Source: an optimization exercise on an open RTL-to-GDS flow (aim: small area, a short achievable clock period and few clock cycles per item). Production flows keep margins and buffers that such runs may drop. In this exercise RTL edits were held to simulation tests only and were not proved equivalent to the original. No activity file was given, so power comes from the tool's default toggle rates.

// pan_volume_mixer
module pan_volume_mixer (
    input  wire               clk,
    input  wire               rst,           
    input  wire               in_valid,
    output wire               in_ready,
    input  wire               in_play,       
    input  wire signed [15:0] in_sample,     
    input  wire               in_am_en,      
    input  wire        [2:0]  in_am_depth,   
    input  wire        [7:0]  in_am_phase,   
    input  wire        [9:0]  in_eg_level,   
    input  wire        [3:0]  in_pan,        
    input  wire        [6:0]  in_tl,         
    output reg                out_valid,
    output reg  signed [15:0] out_l,
    output reg  signed [15:0] out_r
);
clock: 30.0 ns
lec_check: 0
cap_margin: 20
core_margin: 2
core_utilization: 40
slew_margin: 20
synth_memory_max_bits: 65536
standard.sh (not shown) runs the stock make flow with config.mk's settings and CLKGATE_MAP_FILE= SYNTH_SCRIPT=/design/flow/synth_recipe.tcl, a recipe that flattens the netlist after the stock synthesis.
==> flow/flow/run.sh <==
#!/bin/bash
# Own flow: the standard layout (standard.sh), with
#  - the synthesis run through flow/synth_wrap.tcl, which only swaps the ABC
#    mapping script for the area-oriented flow/area.abc (registers are mapped
#    before ABC and stay exactly as the standard synthesis makes them);
#  - Yosys's synth without its internal quick ABC pass (-noabc), so that the
#    adder extraction sees the multiplier trees' full adders as written;
#  - the port buffers as plain buf_2 cells;
#  - timing repair asked to reach a setup slack of 23.5 ns at the design's
#    30 ns clock (the SDC is unchanged), since the area-mapped logic is
#    otherwise left at whatever delay it has;
#  - a denser core and larger clock-tree sink clusters.
set -euo pipefail
W=$(pwd)
export FLOW_WORK=$W
export FLOW_ABC_SCRIPT=$W/flow/area.abc
bash standard.sh SYNTH_SCRIPT=$W/flow/synth_wrap.tcl SYNTH_ARGS=-noabc \
  SETUP_SLACK_MARGIN=23.5 CORE_UTILIZATION=45 CTS_CLUSTER_SIZE=30 CTS_CLUSTER_DIAMETER=100 \
  "BUFFER_PORTS_ARGS=-buffer_cell sky130_fd_sc_hd__buf_2" finish > $W/flow_make.log 2>&1
==> flow/flow/area.abc <==
strash
dc2
dch -f
amap
strash
dc2
&get -n
&dch -f
&nf -R 1000
&put
==> flow/flow/synth_wrap.tcl <==
# The standard synthesis (synth_recipe.tcl, unchanged), with one difference:
# the final ABC mapping runs the area-oriented script in flow/area.abc
# instead of ORFS's delay-oriented one. Registers are mapped before ABC and
# are left exactly as the standard synthesis makes them.
proc abc {args} {
  set i [lsearch -exact $args -script]
  if {$i >= 0} {
    set args [lreplace $args $i [expr {$i + 1}] -script $::env(FLOW_ABC_SCRIPT)]
  }
  yosys abc {*}$args
}
source $::env(FLOW_WORK)/synth_recipe.tcl
Testbench counts at the start, summed over its fixed seeds: cycles 35,888, slots 35,840.
Change:
--- a/flow/flow/run.sh
+++ b/flow/flow/run.sh
@@ -8,5 +8 @@
-#  - the port buffers as plain buf_2 cells;
-#  - timing repair asked to reach a setup slack of 23.5 ns at the design's
-#    30 ns clock (the SDC is unchanged), since the area-mapped logic is
-#    otherwise left at whatever delay it has;
-#  - a denser core and larger clock-tree sink clusters.
+#  - the port buffers as plain buf_2 cells.
@@ -17,2 +13 @@
-bash standard.sh SYNTH_SCRIPT=$W/flow/synth_wrap.tcl SYNTH_ARGS=-noabc \
-  SETUP_SLACK_MARGIN=23.5 CORE_UTILIZATION=45 CTS_CLUSTER_SIZE=30 CTS_CLUSTER_DIAMETER=100 \
+bash standard.sh SYNTH_SCRIPT=$W/flow/synth_wrap.tcl SYNTH_ARGS=-noabc SETUP_SLACK_MARGIN=23.3 \
==> flow/flow/area.abc (replaced) <==
strash
dc2
strash
&get -n
&dch -f
&nf {D}
&put
Setup slack gets better by 0.55 ns; non-clock buffer count shrinks by 235; clock power rose by 57%.
Change:
--- a/flow/flow/run.sh
+++ b/flow/flow/run.sh
@@ -13 +13 @@
-bash standard.sh SYNTH_SCRIPT=$W/flow/synth_wrap.tcl SYNTH_ARGS=-noabc SETUP_SLACK_MARGIN=23.3 \
+bash standard.sh SYNTH_SCRIPT=$W/flow/synth_wrap.tcl SYNTH_ARGS=-noabc SETUP_SLACK_MARGIN=23.1 CORE_UTILIZATION=45 PLACE_DENSITY=0.5 CTS_CLUSTER_SIZE=30 CTS_CLUSTER_DIAMETER=100 \
What happened: The changed run finished clean. Routed wire length rises by a little under a tenth. Final area falls by a few percent. Total power falls by a few percent. Die area falls by roughly a tenth.
Change:
--- a/flow/flow/run.sh
+++ b/flow/flow/run.sh
@@ -13 +13 @@
-bash standard.sh SYNTH_SCRIPT=$W/flow/synth_wrap.tcl SYNTH_ARGS=-noabc SETUP_SLACK_MARGIN=23.1 CORE_UTILIZATION=45 PLACE_DENSITY=0.5 CTS_CLUSTER_SIZE=30 CTS_CLUSTER_DIAMETER=100 \
+bash standard.sh SYNTH_SCRIPT=$W/flow/synth_wrap.tcl SYNTH_ARGS=-noabc SETUP_SLACK_MARGIN=23.3 CORE_UTILIZATION=50 CTS_CLUSTER_SIZE=30 CTS_CLUSTER_DIAMETER=100 \
What happened: Core utilization came out higher by 5.1 points; combinational power came out lower by about 2%; final area stays flat; synthesized cell count stays the same; clock-buffer cell count came out higher by 1; clock skew hardly moves; maximum frequency came out higher by 0.32%; cell count came out lower by 1.6%; non-clock buffer count came out higher by 4; via count came out lower by 1.6%; wire length came out lower by about 8%.
Change:
--- a/flow/flow/run.sh
+++ b/flow/flow/run.sh
@@ -13 +13 @@
-bash standard.sh SYNTH_SCRIPT=$W/flow/synth_wrap.tcl SYNTH_ARGS=-noabc SETUP_SLACK_MARGIN=23.3 CORE_UTILIZATION=50 CTS_CLUSTER_SIZE=30 CTS_CLUSTER_DIAMETER=100 \
+bash standard.sh SYNTH_SCRIPT=$W/flow/synth_wrap.tcl SYNTH_ARGS=-noabc SETUP_SLACK_MARGIN=22.8 \
After rerunning:
- The new run finished with timing, DRC and antenna clean
- total power went up by a few percent
- count of clock-buffer cells in the layout went up by 25
- clock power went up by well over a third
- worst setup slack loses 0.095 ns
- die area went up by a quarter to a third
- sequential share of layout area went down by 0.34 points
- core utilization went down by 10 points
- first-iteration DRC count went up by a few percent
- worst hold slack loses 0.0071 ns
- non-clock buffer count went up by 3
- critical path depth stays the same

==> static timing again, ports no longer ideal <==
How much do the figures lean on ideal ports? The routed layouts below were timed once more, with nothing changed but the port constraints.
Step 1 sets driving cells, clkbuf_16 on the clock port and buf_2 on the other inputs (assumed; they add their load-dependent delay and slew).
Step 2, shift: input delay + t, output delay - t, t = (earliest + latest rising clock arrival at the registers) / 2. This alone moves slack from input paths to output paths.
Slacks: ideal / step 1 / step 2; pairs: ideal / step 1.
run	shift t [ns]	slack for setup (ns)	worst data-port slew with drivers (ns)
the first run	0.623	22.378 / 22.378 / 22.378	0.07
the second run	0.620	22.931 / 22.862 / 23.322	0.06
the third run	0.622	22.943 / 22.873 / 23.328	0.03
the fourth run	0.619	22.966 / 22.898 / 23.357	0.05
the fifth run	0.634	22.871 / 22.804 / 23.365	0.06
After both steps setup and hold are still met in every run listed.
